Source: an optimization exercise on an open RTL-to-GDS flow (aim: small area and a short achievable clock period). Production flows keep margins and buffers that such runs may drop.
Only simulation tests tie the RTL to the original design; equivalence was not proved.

==> build 73: inputs <==
Design ddr_timing_engine, start of the top module:
module ddr_timing_engine (
    input  wire        clk,
    input  wire        rst,
    input  wire [7:0]  cfg_trrd,
    input  wire [7:0]  cfg_trcd,
    input  wire [7:0]  cfg_twtr,
    input  wire [7:0]  cfg_trtw,
    input  wire [7:0]  cfg_twr,
    input  wire [7:0]  cfg_trp,
    input  wire [7:0]  cfg_cas,
    input  wire [7:0]  cfg_wl,
    input  wire [7:0]  cfg_btt,
    input  wire        cmd_valid,
    input  wire [2:0]  cmd_kind,
    input  wire        cmd_ap,
    input  wire        cmd_all,
    input  wire [2:0]  cmd_bank,
    input  wire [2:0]  qry_kind,
    input  wire [2:0]  qry_bank,
    output wire [4:0]  qry_code,
    output wire [31:0] can_issue,
    output wire [23:0] bank_state,
    output wire        fatal,
    output wire [3:0]  fatal_inv,
    output wire [4:0]  fatal_detail
);
    localparam [2:0] S_IDLE = 3'd0, S_ACTIVATING = 3'd1, S_ACTIVE = 3'd2,
                     S_READING = 3'd3, S_WRITING = 3'd4, S_PRECHARGING = 3'd5;
    function [9:0] add10(input [9:0] a, input [9:0] b, input cin);
        integer i;
        reg c;
        begin
            c = cin;
            for (i = 0; i < 10; i = i + 1) begin
                add10[i] = a[i] ^ b[i] ^ c;
                c = (a[i] & b[i]) | (c & (a[i] ^ b[i]));
            end
        end
    endfunction
    function [9:0] dec10(input [9:0] a, input en);
        integer i;
        reg bw;
        begin
            bw = en;
            for (i = 0; i < 10; i = i + 1) begin
                dec10[i] = a[i] ^ bw;
                bw = bw & ~a[i];
            end
        end
    endfunction
    function gt10(input [9:0] a, input [9:0] b);
        integer i;
        reg g;
        begin
            g = 1'b0;
            for (i = 0; i < 10; i = i + 1)
                g = (a[i] & ~b[i]) | (g & ~(a[i] ^ b[i]));
            gt10 = g;
        end
    endfunction
    wire [9:0] btt_m1 = dec10({2'b00, cfg_btt}, 1'b1);                  
    wire [8:0] cb_m1  = add10({2'b00, cfg_cas}, btt_m1, 1'b0);          
  ...
==> flow/config.mk <==
export PLATFORM = sky130hd
export DESIGN_NAME = ddr_timing_engine
export DESIGN_NICKNAME = ddr_timing_engine
export VERILOG_FILES = /design/flow/design.v
export SDC_FILE = /design/flow/constraint.sdc
export NUM_CORES = 4
export LEC_CHECK = 0
export ABC_AREA = 1
export CAP_MARGIN = 20
export CORE_MARGIN = 2
export CORE_UTILIZATION = 45
export SLEW_MARGIN = 20
==> flow/constraint.sdc <==
create_clock -name core_clock -period 20.0 [get_ports {clk}]
set_input_delay 4.0000 -clock core_clock [delete_from_list [all_inputs] [get_ports {clk}]]
set_output_delay 4.0000 -clock core_clock [all_outputs]
set_load 0.01 [all_outputs]
standard.sh (not shown) runs the stock make flow with config.mk's settings and CLKGATE_MAP_FILE= SYNTH_SCRIPT=/design/flow/synth_recipe.tcl, a recipe that flattens the netlist after the stock synthesis.
==> flow/flow/run.sh <==
#!/bin/bash
# The standard layout (standard.sh, unchanged synthesis) with three
# changes to how the layout is built:
#  - port buffers are the small sky130_fd_sc_hd__buf_1 instead of the
#    resizer's default pick (every input and output still gets a buffer);
#  - clock tree synthesis without dummy loads;
set -euo pipefail
export BUFFER_PORTS_ARGS="-buffer_cell sky130_fd_sc_hd__buf_1"
export CTS_ARGS="-sink_clustering_enable -repair_clock_nets -dont_use_dummy_load"
export SETUP_SLACK_MARGIN=10.5
bash standard.sh > standard.log 2>&1
==> build 11: changes against build 73 <==
--- a/flow/design.v
+++ b/flow/design.v
@@ -47,13 +47,14 @@
     input  wire [1:0] kind,
     input  wire [2:0] l_state,
     input  wire [8:0] l_e,
     input  wire       l_ap,
     input  wire       l_p,
     input  wire [7:0] t_wr,
-    input  wire [8:0] t_rp_p1,     
+    input  wire [7:0] t_rp,
+    input  wire       rp_nz,       
     input  wire       idle_r,
     input  wire [8:0] rel_r,
     input  wire       idle_w,
     input  wire [8:0] rel_w,
     output reg  [2:0] state,
     output reg        ap,
@@ -87,13 +88,15 @@
     wire [8:0] e_dec  = e_cnt ^ e_bw;
     wire [7:0] rc_dec = rc_cnt ^ rc_bw;
     assign wr_busy = (state == S_WRITING) || rc_nz;
     wire closed = (state == S_IDLE) || (state == S_PRECHARGING);
     wire load   = sel && !(kind == 2'd3 && closed);
     wire ends   = (e_cnt[8:1] == 8'd0);
-    wire step   = run && ends;           
+    wire step   = run && ends;
+    wire phase  = rd_busy && rp_nz;      
+    wire pass   = step && !phase;        
     wire is_w   = (state == S_WRITING);
     reg [2:0] p_state;
     always @(*) begin
         case (state)
             S_ACTIVATING:  p_state = S_ACTIVE;
             S_READING:     p_state = !ap ? S_ACTIVE : idle_r ? S_IDLE : S_PRECHARGING;
@@ -104,35 +107,35 @@
     end
     always @(posedge clk) begin
         if (rst)
             state <= S_IDLE;
         else if (load)
             state <= l_state;
-        else if (step)
+        else if (pass)
             state <= p_state;
         if (rst)
             ap <= 1'b0;
         else if (load)
             ap <= l_ap;
-        else if (step)
+        else if (pass)
             ap <= 1'b0;
         if (load)
             e_cnt <= l_e;
         else if (step)
-            e_cnt <= is_w ? rel_w : rel_r;
+            e_cnt <= phase ? {1'b0, t_rp} : is_w ? rel_w : rel_r;
         else
             e_cnt <= e_dec;
-        if (rst || (sel && kind == 2'd2) || (step && is_w))
+        if (rst || (sel && kind == 2'd2) || (pass && is_w))
             rc_cnt <= t_wr;
         else
             rc_cnt <= rc_dec;
         if (rst)
             rd_busy <= 1'b0;
         else if (load)
             rd_busy <= (kind == 2'd1) && l_p;
-        else if (run && e_cnt == t_rp_p1)
+        else if (step)
             rd_busy <= 1'b0;
     end
 endmodule
 module ddr_timing_engine (
     input  wire        clk,
     input  wire        rst,
@@ -171,43 +174,46 @@
                 c = (a[i] & b[i]) | (c & (a[i] ^ b[i]));
             end
         end
     endfunction
     function [9:0] dec10(input [9:0] a, input en);
         integer i;
-        reg bw;
         begin
-            bw = en;
-            for (i = 0; i < 10; i = i + 1) begin
-                dec10[i] = a[i] ^ bw;
-                bw = bw & ~a[i];
-            end
+            for (i = 0; i < 10; i = i + 1)
+                dec10[i] = a[i] ^ (en & ((a & ((10'd1 << i) - 10'd1)) == 10'd0));
         end
     endfunction
     function gt10(input [9:0] a, input [9:0] b);
         integer i;
         reg g;
         begin
             g = 1'b0;
             for (i = 0; i < 10; i = i + 1)
-                g = (a[i] & ~b[i]) | (g & ~(a[i] ^ b[i]));
+                g = (a[i] & ~b[i]) | (a[i] & g) | (~b[i] & g);
             gt10 = g;
         end
     endfunction
-    wire [9:0] btt_m1 = dec10({2'b00, cfg_btt}, 1'b1);                  
-    wire [8:0] cb_m1  = add10({2'b00, cfg_cas}, btt_m1, 1'b0);          
-    wire [8:0] wb_m1  = add10({2'b00, cfg_wl},  btt_m1, 1'b0);          
+    wire [9:0] cas_x = {2'b00, cfg_cas};
+    wire [9:0] wl_x  = {2'b00, cfg_wl};
+    wire [9:0] btt_x = {2'b00, cfg_btt};
+    wire [9:0] rpn_x = {2'b00, ~cfg_trp};                               
+    wire [8:0] cb_m1  = add10(~(cas_x ^ btt_x), {cas_x[8:0] | btt_x[8:0], 1'b0}, 1'b0);
+    wire [8:0] wb_m1  = add10(~(wl_x ^ btt_x),  {wl_x[8:0] | btt_x[8:0], 1'b0}, 1'b0);
+    wire       rd_imm = (cfg_cas == 8'd0) && (cfg_btt == 8'd1);           
+    wire       wr_imm = (cfg_wl == 8'd0) && (cfg_btt == 8'd1);            
     wire [8:0] trcd_m1 = dec10({2'b00, cfg_trcd}, 1'b1);
     wire [8:0] trp_m1  = dec10({2'b00, cfg_trp}, 1'b1);
-    wire [8:0] trp_p1  = add10({2'b00, cfg_trp}, 10'd0, 1'b1);
-    wire [9:0] rel_r_w = add10({2'b00, cfg_trp}, ~{1'b0, cb_m1}, 1'b1);  
-    wire       idle_r  = rel_r_w[9] || (rel_r_w == 10'd0);
-    wire [8:0] rel_r   = rel_r_w[8:0];
+    wire [9:0] tt_s = cas_x ^ btt_x ^ rpn_x;
+    wire [9:0] tt_c = (cas_x & btt_x) | (cas_x & rpn_x) | (btt_x & rpn_x);
+    wire [9:0] tt   = add10(tt_s, {tt_c[8:0], 1'b0}, 1'b0);
+    wire       idle_r  = tt[9] | tt[8];                                  
+    wire [8:0] rel_r   = add10({2'b00, ~tt[7:0]}, 10'd0, 1'b1);          
     wire [8:0] rel_w   = add10({2'b00, cfg_twr}, {2'b00, cfg_trp}, 1'b0);
     wire       idle_w  = (cfg_twr == 8'd0) && (cfg_trp == 8'd0);
-    wire       l_p     = gt10({1'b0, cb_m1}, {2'b00, cfg_trp});          
+    wire       l_p     = tt[9] | (tt[8] & (tt[7:0] != 8'd0));            
+    wire [8:0] cb_rp   = {tt[9], tt[7:0]};                               
     reg  [1:0] fenc;           
     reg  [3:0] fdet;
     assign fatal        = |fenc;
     assign fatal_inv    = {fenc[1] & fenc[0], fenc[1] & ~fenc[0], fenc[1] & ~fenc[0], |fenc};
     assign fatal_detail = {1'b0, fdet};
     wire [2:0]  st   [0:7];
@@ -259,25 +265,25 @@
         case (cmd_kind[1:0])
             2'd0: begin
                 l_state = (cfg_trcd[7:1] == 7'd0) ? S_ACTIVE : S_ACTIVATING;
                 l_e     = trcd_m1;
             end
             2'd1: begin
-                if (cb_m1 != 9'd0) begin
+                if (!rd_imm) begin
                     l_state = S_READING;
-                    l_e     = cb_m1;
+                    l_e     = l_p ? cb_rp[8:0] : cb_m1;
                     l_ap    = cmd_ap;
                 end else if (!cmd_ap) begin
                     l_state = S_ACTIVE;
                 end else begin
                     l_state = idle_r ? S_IDLE : S_PRECHARGING;
                     l_e     = rel_r;
                 end
             end
             2'd2: begin
-                if (wb_m1 != 9'd0) begin
+                if (!wr_imm) begin
                     l_state = S_WRITING;
                     l_e     = wb_m1;
                     l_ap    = cmd_ap;
                 end else if (!cmd_ap) begin
                     l_state = S_ACTIVE;
                 end else begin
@@ -322,13 +328,13 @@
         for (b = 0; b < 8; b = b + 1) begin : g_bank
             wire sel = commit && (cmd_bank == b);
             ddr_bank_fsm u_fsm (
                 .clk(clk), .rst(rst), .run(run),
                 .sel(sel), .kind(cmd_kind[1:0]),
                 .l_state(l_state), .l_e(l_e), .l_ap(l_ap), .l_p(l_p),
-                .t_wr(cfg_twr), .t_rp_p1(trp_p1),
+                .t_wr(cfg_twr), .t_rp(cfg_trp), .rp_nz(cfg_trp != 8'd0),
                 .idle_r(idle_r), .rel_r(rel_r), .idle_w(idle_w), .rel_w(rel_w),
                 .state(st[b]), .ap(apf[b]), .wr_busy(wrf[b]), .rd_busy(rpf[b])
             );
             assign writing[b] = (st[b] == S_WRITING);
             assign bank_state[3*b +: 3] = st[b];
             ddr_constraint u_chk (
@@ -340,20 +346,45 @@
             );
             for (k = 0; k < 4; k = k + 1) begin : g_kind
                 assign can_issue[4*b+k] = (code[4*b+k] == 4'd0);
             end
         end
     endgenerate
-    wire [3:0] qc_act, qc_rd, qc_wr, qc_pre;
-    ddr_constraint u_qry_chk (
-        .state(st[qry_bank]), .ap(apf[qry_bank]),
-        .wr_busy(wrf[qry_bank]), .rd_busy(rpf[qry_bank]),
-        .any_writing(any_writing), .f_rrd(f_rrd),
-        .f_rdbus(f_rdbus), .f_wtr(f_wtr), .f_wrbus(f_wrbus), .f_rtw(f_rtw),
-        .code_act(qc_act), .code_rd(qc_rd), .code_wr(qc_wr), .code_pre(qc_pre)
-    );
-    wire [3:0] q_code = (qry_kind[1:0] == 2'd0) ? qc_act :
-                        (qry_kind[1:0] == 2'd1) ? qc_rd  :
-                        (qry_kind[1:0] == 2'd2) ? qc_wr  : qc_pre;
-    assign qry_code = !qry_kind[2] ? {1'b0, q_code} :
-                      (qry_kind[1:0] == 2'b00) ? 5'd0 : 5'd16;
+    wire [7:0] b_pre, b_idle, b_actg, b_cl, b_ca, b_oa, b_wrb, b_rdb, qsel;
+    genvar q;
+    generate
+        for (q = 0; q < 8; q = q + 1) begin : g_q
+            assign b_pre[q]  = (st[q] == S_PRECHARGING);
+            assign b_idle[q] = (st[q] == S_IDLE);
+            assign b_actg[q] = (st[q] == S_ACTIVATING);
+            assign b_cl[q]   = b_pre[q] | b_idle[q];
+            assign b_ca[q]   = b_cl[q] | apf[q];
+            assign b_oa[q]   = !b_cl[q] & apf[q];
+            assign b_wrb[q]  = wrf[q];
+            assign b_rdb[q]  = rpf[q];
+            assign qsel[q]   = (qry_bank == q);
+        end
+    endgenerate
+    wire P  = |(qsel & b_pre);
+    wire I  = |(qsel & b_idle);
+    wire G  = |(qsel & b_actg);
+    wire C  = |(qsel & b_cl);
+    wire CA = |(qsel & b_ca);
+    wire OA = |(qsel & b_oa);
+    wire W  = |(qsel & b_wrb);
+    wire R  = |(qsel & b_rdb);
+    wire rbus = f_rdbus | any_writing;
+    wire wx   = !f_wrbus & !f_rtw;
+    wire [3:0] qa = {P | (!f_rrd & !I), !P & !f_rrd & !I, 1'b0, !I | f_rrd};
+    wire [3:0] qr = {rbus | (!G & CA),
+                     !rbus & !G & !C & (CA | f_wtr),
+                     rbus | G | CA | f_wtr,
+                     !rbus & !G & (C | (!CA & f_wtr))};
+    wire [3:0] qw = {f_wrbus | (wx & !G & CA),
+                     !f_wrbus & (f_rtw | (!G & CA)),
+                     f_wrbus | (wx & G) | (wx & !G & OA),
+                     !f_wrbus & (f_rtw | G | OA)};
+    wire [3:0] qp = {W, !W & (G | R), !W & !G & R, 1'b0};
+    wire [3:0] kd = {qry_kind == 3'd3, qry_kind == 3'd2, qry_kind == 3'd1, qry_kind == 3'd0};
+    assign qry_code = {qry_kind[2] & (qry_kind[1:0] != 2'b00),
+                       ({4{kd[0]}} & qa) | ({4{kd[1]}} & qr) | ({4{kd[2]}} & qw) | ({4{kd[3]}} & qp)};
 endmodule
==> flow/flow/run.sh (replaced) <==
#!/bin/bash
# The standard layout (standard.sh, unchanged synthesis) with these
# changes to how the layout is built:
#  - port buffers are the small sky130_fd_sc_hd__buf_1 instead of the
#    resizer's default pick (every input and output still gets a buffer);
#  - clock tree synthesis with clkbuf_8 (12-sink clusters) and without dummy loads;
set -euo pipefail
export BUFFER_PORTS_ARGS="-buffer_cell sky130_fd_sc_hd__buf_1"
export CTS_ARGS="-sink_clustering_enable -repair_clock_nets -dont_use_dummy_load -buf_list {sky130_fd_sc_hd__clkbuf_8} -root_buf sky130_fd_sc_hd__clkbuf_8 -sink_clustering_size 12 -sink_clustering_max_diameter 60"
export SETUP_SLACK_MARGIN=10.5
bash standard.sh > standard.log 2>&1
--- a/flow/config.mk
+++ b/flow/config.mk
@@ -5,8 +5,8 @@
 export SDC_FILE = /design/flow/constraint.sdc
 export NUM_CORES = 4
 export LEC_CHECK = 0
 export ABC_AREA = 1
 export CAP_MARGIN = 20
 export CORE_MARGIN = 2
-export CORE_UTILIZATION = 45
+export CORE_UTILIZATION = 50
 export SLEW_MARGIN = 20
==> comparison table <==
metric                                                           build 11  build 73
Compound-cell area share of the yosys netlist                       21.6%     20.6%
Number of buffers inserted to repair setup after CTS                    6        17
Starting DRC count in detailed routing                              2,297     2,180
Final critical path time including I/O delays and setup           9.68 ns  10.00 ns
Outcome                                          timing/DRC/antenna clean  timing/DRC/antenna clean
Die boundary width                                                 192 µm    203 µm
Final RePlAce weighted congestion                                    1.05      1.02
Number of rows in the core area                                        68        73
Inst Count DP                                                       3,369     3,312
Seq/Total Area, Yosys                                               24.4%     24.0%
Clock buffers and inverters, area share                             1.86%     3.49%
Fraction of layout instances using a drive strength above 1         5.19%     7.46%
Number of different library cells in the post-synthesis netlist        58        65
Post-synthesis xor/xnor area fraction                               2.19%     3.62%

## what the ideal ports hide
How much do the figures lean on ideal ports? The routed layouts below were timed once more, with nothing changed but the port constraints. Step 1 (the two cells are an assumption about what drives the block):
set clk [get_ports {clk}]
set_driving_cell -lib_cell sky130_fd_sc_hd__clkbuf_16 $clk
set_driving_cell -lib_cell sky130_fd_sc_hd__buf_2 [delete_from_list [all_inputs] $clk]
Step 2 adds t to the input delays and takes it off the output delays; t is the mean of the earliest and latest rising clock arrival at the registers after step 1. Input paths then give back, and output paths get back, about the clock's delay inside the block. Three values: ideal ports, drivers, drivers and shift; two values: the first two.
| run | t (ns) | setup WS [ns] | worst register clock-pin slew, ns |
|---|---|---|---|
| build 73 | 0.613 | 9.998 / 9.938 / 9.938 | 0.06 / 0.06 |
| build 11 | 0.631 | 10.321 / 10.269 / 10.146 | 0.09 / 0.09 |
After both steps setup and hold are still met in every run listed. For build 11, which loses most, drivers alone change the setup slack by -0.052 ns; drivers and shift together by -0.175 ns.
